This is an optimization exercise on Yosys and OpenROAD, whose aim is small area, a short achievable clock period and few clock cycles per item, not a production implementation.
In this exercise RTL edits were held to simulation tests only and were not proved equivalent to the original.
Power and IR drop assume default switching activity.

==> flow/design.v <==
module cvdsp_env (
    input  wire        clk,
    input  wire        rst,           
    input  wire        start,
    input  wire        trig,          
    input  wire        cvmod,         
    input  wire [31:0] now,           
    input  wire [7:0]  att_pot,
    input  wire [7:0]  dec_pot,
    input  wire [7:0]  shape_pot,
    input  wire [31:0] cv,            
    input  wire [31:0] cfg_tmin,      
    input  wire [31:0] cfg_tmax,      
    input  wire [12:0] cfg_dz,        
    output reg         done,
    output reg  [13:0] out_mv,        
    output reg         eoc,
    output reg  [1:0]  env_stage,     
    output reg  [15:0] env_value,     
    output reg  [31:0] env_start,
    output reg  [31:0] env_dur
);
    localparam [1:0] ST_IDLE   = 2'd0;
    localparam [1:0] ST_ATTACK = 2'd1;
    localparam [1:0] ST_DECAY  = 2'd2;
    localparam integer S_WAIT   = 0,
                     S_EL     = 1,    
                     S_DIV    = 2,    
                     S_XY     = 3,    
                     S_VAL    = 4,    
                     S_OUT    = 5,    
                     S_ELDONE = 6,    
                     S_AC1    = 7,    
                     S_T1     = 8,    
                     S_CVD    = 9,    
                     S_CVE    = 10,
                     S_SQ1    = 11,
                     S_SQ2    = 12,
                     S_SPAN   = 13,
                     S_SPANN  = 14,
                     S_SPANN2 = 15,
                     S_P1     = 16,
                     S_P2     = 17,
                     S_P3     = 18,
                     S_P4     = 19,
                     S_CV1    = 20,
                     S_CV2    = 21,
                     S_CV3    = 22,
                     S_CV4    = 23,
                     S_CV5    = 24,
                     S_CV6    = 25,
                     S_CL1    = 26,
                     S_CL2    = 27,
                     S_FINT   = 28,
                     S_FINAC  = 29;
    function [15:0] u8q;
        input [7:0] v;
        begin
            u8q = {1'b0, v, 7'd0} + {8'd0, ({1'b0, v} + 9'd1) >> 1};
        end
    endfunction
    reg  [29:0] state;        
    function [29:0] oh;
        input integer i;
        begin
            oh = 30'd1 << i;
        end
    endfunction
    reg  [2:0]  cnt;
    reg         r_cvm, r_neg, r_pos, r_lt, r_gt, r_ac, r_frac;
    reg  [32:0] R;
    reg  [17:0] Q;
    reg  [15:0] S;
    reg  [31:0] TMIN, TMAX;
    wire signed [31:0] cv_s   = env_dur;
    wire        cv_lo  = cv_s < -32'sd5000;
    wire        cv_hi  = cv_s >  32'sd5000;
    wire signed [13:0] cvc = cv_lo ? -14'sd5000 : cv_hi ? 14'sd5000 : cv_s[13:0];
    wire signed [14:0] dz_s = $signed({2'b00, out_mv[12:0]});
    wire signed [14:0] cvx  = $signed({cvc[13], cvc});
    wire        cv_above = (cvx > dz_s);
    wire        cv_below = (cvx < -dz_s);
    wire signed [14:0] cv_num = cv_above ? (cvx - dz_s) : (-cvx - dz_s);
    wire [12:0] cv_den = 13'd5000 - out_mv[12:0];
    wire b_start = state[S_EL];
    wire b_tmax  = state[S_AC1] | state[S_T1] | state[S_CVE] | state[S_SPANN2] | state[S_CL2];
    wire b_tmin  = state[S_SPAN] | state[S_SPANN] | state[S_P4] | state[S_CL1];
    wire b_q     = state[S_P3] | state[S_CV4];
    wire b_den   = state[S_CVD];
    wire b_dur   = ~(b_start | b_tmax | b_tmin | b_q | b_den);
    wire zx      = state[S_AC1] | state[S_T1] | state[S_CVE] | state[S_SPANN];
    wire addm    = zx | state[S_P4] | state[S_CV4] | state[S_CV6];    
    wire inv     = state[S_P3] ? r_neg : ~addm;
    wire cin     = state[S_P3] ? r_neg : state[S_P4] ? r_neg : state[S_CV6] ? r_pos :
                   ~(addm | state[S_CL2]);
    wire [31:0] B = ({32{b_start}} & env_start) | ({32{b_dur}} & env_dur) |
                    ({32{b_tmin}} & TMIN) | ({32{b_tmax}} & TMAX) |
                    ({32{b_den}} & {19'd0, cv_den}) | ({32{b_q}} & {16'd0, Q[15:0]});
    wire [32:0] x1  = zx ? 33'd0 : R;
    wire [33:0] alu = {1'b0, x1} + ({2'b0, B} ^ {34{inv}}) + {33'd0, cin};
    wire        sel1 = ~alu[33];
    wire [31:0] D   = state[S_CVD] ? {19'd0, cv_den} : env_dur;
    wire        elm = state[S_EL];
    wire [32:0] r1  = elm ? {1'b0, alu[31:0]} : (sel1 ? {alu[31:0], 1'b0} : {R[31:0], 1'b0});
    wire [33:0] d2  = {1'b0, r1} - {2'b0, D};
    wire        sel2 = ~d2[33];
    wire [32:0] r2  = sel2 ? {d2[31:0], 1'b0} : {r1[31:0], 1'b0};
    wire [33:0] d3  = {1'b0, r2} - {2'b0, D};
    wire        sel3 = ~d3[33];
    wire [32:0] rdiv = sel3 ? {d3[31:0], 1'b0} : {r2[31:0], 1'b0};
    wire [14:0] x   = Q[15:1];
    wire        dec = (env_stage == ST_DECAY);
    wire [15:0] zsel = dec ? (16'd32768 - {1'b0, x}) : {1'b0, x};
    wire [15:0] zw   = zsel - env_value;
    wire m_rlo = state[S_P1] | state[S_CV2];
    wire m_rhi = state[S_P2] | state[S_CV3];
    wire m_s   = ~(state[S_XY] | state[S_OUT] | m_rlo | m_rhi);
    wire [15:0] ma = state[S_XY] ? {1'b0, x} : env_value;
    wire [15:0] mb = ({16{state[S_XY]}} & {1'b0, ~x}) | ({16{state[S_OUT]}} & 16'd10000) |
                     ({16{m_rlo}} & R[15:0]) | ({16{m_rhi}} & R[31:16]) | ({16{m_s}} & S);
    wire [31:0] mc = ({32{state[S_XY]}} & ({17'd0, x} + 32'd32767)) |    
                     ({32{state[S_VAL]}} & {1'b0, zw, {15{dec}}});
    wire [31:0] M = ma * mb + mc;
    wire [15:0] uq = u8q(state[S_AC1] ? S[15:8] : S[7:0]);
    always @(posedge clk) begin
        if (rst) begin
            state <= oh(S_WAIT);
            done      <= 1'b0;
            out_mv    <= 14'd0;
            eoc       <= 1'b0;
            env_stage <= ST_IDLE;
            env_value <= 16'd0;
            env_start <= 32'd0;
            env_dur   <= 32'd0;
            cnt       <= 3'd0;
        end else begin
            done <= 1'b0;
            case (1'b1)
            state[S_WAIT]: begin
                if (start) begin
                    TMIN  <= cfg_tmin;
                    TMAX  <= cfg_tmax;
                    R     <= {1'b0, now};
                    r_cvm <= cvmod;
                    eoc   <= 1'b0;
                    S     <= {dec_pot, trig ? att_pot : ~shape_pot};
                    if (trig) begin
                        env_start <= now;
                        env_dur   <= cv;
                        out_mv    <= {1'b0, cfg_dz};
                        state <= oh(S_T1);
                    end else if (env_stage == ST_IDLE) begin
                        env_value <= 16'd0;
                        out_mv    <= 14'd0;
                        done      <= 1'b1;
                    end else begin
                        state <= oh(S_EL);
                    end
                end
            end
            state[S_EL]: begin
                cnt <= 3'd0;
                if (sel2) begin
                    state <= oh(S_ELDONE);           
                end else begin
                    R     <= rdiv;
                    Q     <= {Q[15:0], sel2, sel3};
                    state <= oh(S_DIV);
                end
            end
            state[S_DIV]: begin
                R   <= rdiv;
                Q   <= {Q[14:0], sel1, sel2, sel3};
                cnt <= cnt + 3'd1;
                if (cnt == 3'd0) S <= uq;        
                if (cnt == 3'd4) state <= oh(S_XY);
            end
            state[S_XY]: begin
                env_value <= M[30:15];           
                state <= oh(S_VAL);
            end
            state[S_VAL]: begin
                env_value <= M[30:15];           
                state <= oh(S_OUT);
            end
            state[S_OUT]: begin
                out_mv <= M[28:15];
                done   <= 1'b1;
                state <= oh(S_WAIT);
            end
            state[S_ELDONE]: begin
                if (env_stage == ST_DECAY) begin
                    env_value <= 16'd0;
                    out_mv    <= 14'd0;
                    env_stage <= ST_IDLE;
                    eoc       <= 1'b1;
                    done      <= 1'b1;
                    state <= oh(S_WAIT);
                end else begin
                    state <= oh(S_AC1);
                end
            end
            state[S_AC1]: begin
                env_start <= R[31:0];
                S         <= uq;                 
                env_value <= uq;
                R         <= alu[32:0];          
                r_cvm     <= 1'b0;
                r_ac      <= 1'b1;
                r_frac    <= 1'b0;
                r_lt      <= 1'b0;
                r_gt      <= 1'b0;
                state <= oh(S_SQ1);
            end
            state[S_T1]: begin
                S         <= uq;
                env_value <= uq;
                r_lt      <= 1'b0;
                r_gt      <= 1'b0;
                r_pos     <= cv_above;
                r_ac      <= 1'b0;
                r_frac    <= r_cvm && (cv_above || cv_below);
                if (r_cvm && (cv_above || cv_below)) begin
                    R     <= {18'd0, cv_num[14:0]};
                    cnt   <= 3'd0;
                    state <= oh(S_CVD);
                end else begin
                    R     <= alu[32:0];          
                    state <= oh(S_SQ1);
                end
            end
            state[S_CVD]: begin
                R   <= rdiv;
                Q   <= {Q[14:0], sel1, sel2, sel3};
                cnt <= cnt + 3'd1;
                if (cnt == 3'd0) env_value <= M[30:15];    
                if (cnt == 3'd1) env_value <= M[30:15];    
                if (cnt == 3'd5) state <= oh(S_CVE);
            end
            state[S_CVE]: begin
                S     <= Q[17:2];                
                R     <= alu[32:0];              
                state <= oh(S_SPAN);
            end
            state[S_SQ1]: begin
                env_value <= M[30:15];
                state <= oh(S_SQ2);
            end
            state[S_SQ2]: begin
                env_value <= M[30:15];
                state <= oh(S_SPAN);
            end
            state[S_SPAN]: begin
                r_neg <= alu[33];
                if (alu[33]) begin
                    state <= oh(S_SPANN);
                end else begin
                    R     <= alu[32:0];
                    state <= oh(S_P1);
                end
            end
            state[S_SPANN]: begin
                R     <= alu[32:0];              
                state <= oh(S_SPANN2);
            end
            state[S_SPANN2]: begin
                R     <= alu[32:0];              
                state <= oh(S_P1);
            end
            state[S_P1]: begin
                Q     <= {2'b00, M[30:15]};
                state <= oh(S_P2);
            end
            state[S_P2]: begin
                R     <= {1'b0, M[30:0], 1'b0} ^ {33{r_neg}};
                state <= oh(S_P3);
            end
            state[S_P3]: begin
                R     <= alu[32:0];
                state <= oh(S_P4);
            end
            state[S_P4]: begin
                R <= {1'b0, alu[31:0]};          
                if (r_ac)        state <= oh(S_FINAC);
                else if (r_frac) state <= oh(S_CV1);
                else if (r_cvm)  state <= oh(S_CL1);
                else             state <= oh(S_FINT);
            end
            state[S_CV1]: begin
                env_dur   <= R[31:0];            
                env_value <= S;                  
                state <= oh(S_CV2);
            end
            state[S_CV2]: begin
                Q     <= {2'b00, M[30:15]};
                state <= oh(S_CV3);
            end
            state[S_CV3]: begin
                R     <= {1'b0, M[30:0], 1'b0};
                state <= oh(S_CV4);
            end
            state[S_CV4]: begin
                R     <= alu[32:0];              
                state <= oh(S_CV5);
            end
            state[S_CV5]: begin
                if (r_pos) R <= ~{1'b0, R[32:1]};
                state <= oh(S_CV6);
            end
            state[S_CV6]: begin
                R     <= alu[32:0];              
                state <= oh(S_CL1);
            end
            state[S_CL1]: begin
                r_lt  <= alu[33];                
                state <= oh(S_CL2);
            end
            state[S_CL2]: begin
                r_gt  <= ~alu[33];               
                state <= oh(S_FINT);
            end
            state[S_FINT]: begin
                env_dur   <= r_lt ? TMIN : r_gt ? TMAX : R[31:0];
                env_stage <= ST_ATTACK;
                env_value <= 16'd0;
                out_mv    <= 14'd0;
                done      <= 1'b1;
                state <= oh(S_WAIT);
            end
            state[S_FINAC]: begin
                env_dur   <= R[31:0];
                env_stage <= ST_DECAY;
                env_value <= 16'd32768;
                out_mv    <= 14'd10000;
                done      <= 1'b1;
                state <= oh(S_WAIT);
            end
            default: state <= oh(S_WAIT);
            endcase
        end
    end
endmodule
==> flow/run.sh <==
#!/bin/bash
# synth_recipe.tcl (not shown) runs the flow's synth.tcl, then flattens the netlist and writes it again
# the make line also repeats each setting of config.mk as NAME=value (left out here)
make -C /OpenROAD-flow-scripts/flow DESIGN_CONFIG=/design/flow/config.mk WORK_HOME=/design/flow/orfs CLKGATE_MAP_FILE= SYNTH_SCRIPT=/design/flow/synth_recipe.tcl finish
==> flow/config.mk <==
export PLATFORM = sky130hd
export DESIGN_NAME = cvdsp_env
export DESIGN_NICKNAME = cvdsp_env
export VERILOG_FILES = /design/flow/design.v
export SDC_FILE = /design/flow/constraint.sdc
export NUM_CORES = 4
export LEC_CHECK = 0
export CAP_MARGIN = 20
export CORE_MARGIN = 2
export CORE_UTILIZATION = 40
export PLACE_DENSITY = 0.6
export SLEW_MARGIN = 20
==> flow/constraint.sdc <==
create_clock -name core_clock -period 18.0 [get_ports {clk}]
set_input_delay 3.6000 -clock core_clock [delete_from_list [all_inputs] [get_ports {clk}]]
set_output_delay 3.6000 -clock core_clock [all_outputs]
set_load 0.01 [all_outputs]
==> results by group <==
Detailed routing
  – Pre-antenna DRT Iters: 10
  – Starting DRT DRC Count: approximately 5k
  – Via count: 38.9k
  – Final WL: 193 mm
  – Antenna Violating Nets Remaining: 0
  – Routed len/inst: between 30 and 40 µm
  – Vias/cell: roughly 6.4
  – Drt drc: 0

Logic synthesis
  – Ys flop type: edfxtp_1
  – Yosys top cell by area: fa_1
  – Ys async rst share: 0%
  – Synth cell types: 98
  – Syn. warnings: 1
  – Cell area after synthesis: roughly 36,000 µm²
  – Post-synth top area share: approximately an eighth
  – Mapped Cells: 4,688
  – Syn nets: ~5.4k
  – Top post-synthesis cells by area: fa_1 (13%), edfxtp_1 (11%), ha_1 (9.2%), dfxtp_1 (7.2%), nand2_1 (6.1%)
  – Syn avg cell area: about 7.7 µm²
  – Post-synth EDFFs: approximately 140
  – Register bit count reported by yosys: 269
  – Seq/Total Area, Yosys: about a fifth

Finish
  – Fillers: roughly 9.2k
  – Area of the multi-input gates: around 27,000 µm²
  – Fin cells: 6,096
  – Reg area: 6780 µm²
  – Design area: roughly 42,000 µm²
  – Area growth from synthesis to layout: 15.5%
  – Share of layout cells above drive strength 1: 6.22%
  – Nets: 5,544

Critical path
  – CP Class: flop to flop
  – Critical Path RT: 18.44 ns
  – Slowest CP cell: or3_2
  – Worst EP arrival: around 15 ns
  – R2R Setup Slk: 3.91 ns
  – CP most frequent cell: a21oi_1
  – Endpoint class of the critical path: flop
  – Maximum single-stage delay on the critical path: a little under 0.8 ns
  – CP Max Fanout: 33
  – Startpoint Class: flop

STA
  – Crit path time final: between 10 and 15 ns
  – Slew Limit Headroom: about a tenth
  – Fin crit share: around four fifths
  – Final setup TNS: 0 ns
  – RSZ-0062 raised after global routing: false
  – Final Setup Violations: 0
  – Least-Margin Pin Slew: ~1.3 ns
  – Fin. Hold Viols: 0
  – Fmax: between 70 and 80 MHz
  – Max Slew Vio Count: 0
  – Clock skew: around 0.046 ns
  – Hold WS: between 0.4 and 0.5 ns

Placement
  – Port Buf Inserts: approximately 270
  – GP Congestion: approximately 1.1
  – Final HPWL DP: approximately 150 mm
  – Placed instance area: roughly 41,000 µm²
  – DP Cell Count: 6,015

Clock tree
  – Worst skew pair latency: ~0.63 ns
  – CTS tree: done
  – CTS Sinks: 269
  – Clock transition at path regs: 0.06 ns
  – CTS-repair resized insts: 0
  – Longest Clk Path Bufs: 3
  – H-tree depth reported by CTS: 2
  – Cts bufs inserted: 37
  – Root Buffer Master: clkbuf_16
  – Post-CTS Setup Inserts: 0
  – Hold buffer count at CTS: 0

Die
  – Core Rows: 110
  – Die width: 305 µm
  – IO Count: 268
  – Die height: 305 µm
  – Die ar.: between 90,000 and 100,000 µm²
  – Initial Util: 40.3%
  – Core area: around 90,000 µm²

Pwr
  – Leak Pwr: between 15 and 20 nW
  – Max IR drop VDD: between 0.15 and 0.2 mV
  – PD cells: roughly 140 nW/µm²

GRT
  – Largest net degree at the start of global routing: 80
  – First-pass GRT wire length: 271 mm
  – Total global routing overflow: 0
  – Number of global-route vias before repair: 37.1k
  – Tot GR Track Use: roughly 40%
  – Initial antenna violation count: 17

Job
  – Max Cap Viol: 0

Min path
  – Hold Crit Class: flop to flop

Status
  – Status: complete, no violations
-- synthesized netlist by cell type, types with 20 or more instances --
cell type,n
ha_1,266
a31oi_1,40
clkbuf_1,231
edfxtp_1,138
mux2_2,21
a22oi_1,81
buf_1,20
nand4_1,37
fa_1,230
or3_1,23
mux2i_1,78
o22ai_1,29
a21o_1,74
xnor2_1,189
nand2b_1,37
xor2_1,68
a211oi_1,109
and2_1,61
and3_1,21
a21oi_1,414
o21bai_1,30
o21a_1,31
nor3_1,78
a221oi_1,27
nor2_1,529
a221o_1,22
nor2b_1,34
nor4_1,26
o211ai_1,22
o21ai_0,208
inv_1,404
nand3_1,60
nand2_1,586
a222oi_1,38
dfxtp_1,131
-- state kept, by name (all words and copies together), names as in the netlist, 2 cells and up --
register,cells
cnt,3
env_start,32
S,16
env_value,16
env_stage,2
TMIN,32
TMAX,32
out_mv,14
env_dur,32
R,33
state,30
Q,18
-- stage by stage --
| stage | setup WS (ns) | power [mW] | utilization (%) |
|---|---|---|---|
| 2_1_floorplan | 7.40 | 3.55 | - |
| 3_3_place_gp | 4.47 | 4.92 | 45.2 |
| 3_5_place_dp | 4.36 | 4.89 | 45.2 |
| 4_1_cts | 4.24 | 5.67 | 46.5 |
| 5_1_grt | 3.26 | 6.08 | 46.6 |
| 6_report | 3.91 | 5.80 | 46.6 |
-- path summary, 6_finish.rpt --
kind | start | endpoint | depth (start not counted)
worst min register to register | out_mv[13] | out_mv[13] | 2
worst max-delay path | state[7] | R[30] | 49
worst max register to register | state[7] | R[30] | 49
worst min-delay path | out_mv[13] | out_mv[13] | 2
-- routing by layer --
layer | wire length [µm] | track usage, %
met1 | 71700 | 49.0
met2 | 82000 | 61.1
met3 | 20700 | 10.0
met4 | 18200 | 30.9
met5 | 78 | 0
-- final cells by class --
type,instances,share of cell area (%)
Clock inverter,22,0.514
Clock buffer,46,2.37
Tap cell,1176,3.51
Multi-Input combinational cell,3737,64.5
Antenna cell,13,0.0777
Inverter,413,3.70
Timing Repair Buffer,420,9.13
Sequential cell,269,16.2
-- worst max-delay path: cells and delay by family, from the launching register on --
family | cells | cell delay (ns)
AOI/OAI and AO/OA | 26 | 6.72
buffers and inverters | 9 | 3.16
and+or+nand+nor | 9 | 2.05
adders and majority gates | 3 | 1.03
DFF | 1 | 0.30
muxes | 1 | 0.29
xor gates and xnor gates | 1 | 0.24
-- cell usage in the layout (no fill, tap or decap), types with 14 or more instances in the layout --
master | synthesis | routed
clkbuf_16 | 0 | 38
o211ai_1 | 22 | 22
inv_1 | 404 | 403
and2_1 | 61 | 61
dfxtp_1 | 131 | 126
mux2i_1 | 78 | 78
o21ai_0 | 208 | 204
nand3_1 | 60 | 60
o22ai_1 | 29 | 29
o31ai_1 | 16 | 16
clkdlybuf4s50_1 | 0 | 266
o21a_1 | 31 | 31
a22oi_1 | 81 | 81
a221o_1 | 22 | 22
xnor2_1 | 189 | 189
buf_4 | 1 | 153
a21o_1 | 74 | 74
mux2_2 | 21 | 21
nor4_1 | 26 | 26
xor2_1 | 68 | 68
a31oi_1 | 40 | 40
nand2b_1 | 37 | 37
nand4_1 | 37 | 37
a311oi_1 | 18 | 17
o21bai_1 | 30 | 30
nand2_1 | 586 | 586
a21oi_1 | 414 | 413
a211oi_1 | 109 | 109
nor2b_1 | 34 | 33
ha_1 | 266 | 266
nor2_1 | 529 | 524
nor3_1 | 78 | 73
or3_1 | 23 | 22
a222oi_1 | 38 | 38
a21boi_0 | 18 | 15
fa_1 | 230 | 230
edfxtp_1 | 138 | 138
o21ai_1 | 12 | 14
and3_1 | 21 | 21
a221oi_1 | 27 | 26
-- kinds of logic after synthesis --
group           share of synthesized area [%]
fa+ha+maj                                21.9
simple gates                             18.8
compound gates                           24.3
buf+inv                                  7.17
flops                                    18.7
mux                                      2.93
xor+xnor                                 6.21
-- report_power, final --
group	total, mW	internal, mW	switching (mW)
combinational	4.25	1.57	2.68
sequential	0.783	0.701	0.0813
clock	0.765	0.426	0.339
Testbench counts, summed over its fixed seeds: cycles 107,636, ticks 12,000.

what the ideal ports hide:
Ports are ideal in the flow. The routed layout listed here was re-timed in OpenROAD. Step 1 sets driving cells, clkbuf_16 on the clock port and buf_2 on the other inputs (assumed; they add their load-dependent delay and slew). Step 2 moves the port delays by t, midway between the first and last clock arrival at a register: inputs arrive t later, outputs are due t later. That takes back most of the time a late clock gives input paths. Slacks: ideal / step 1 / step 2; pairs: ideal / step 1.
t (ns): 0.674
slack for setup (ns): 3.906 / 3.906 / 3.906
worst setup path after step 2: register to register
worst register clock-pin slew, ns: 0.07 / 0.07
worst slew at a driven data input, ns: 0.15
After both steps setup and hold are still met in this run. The setup slack of this run moves by 0.000 ns with the drivers and by 0.000 ns with both steps.
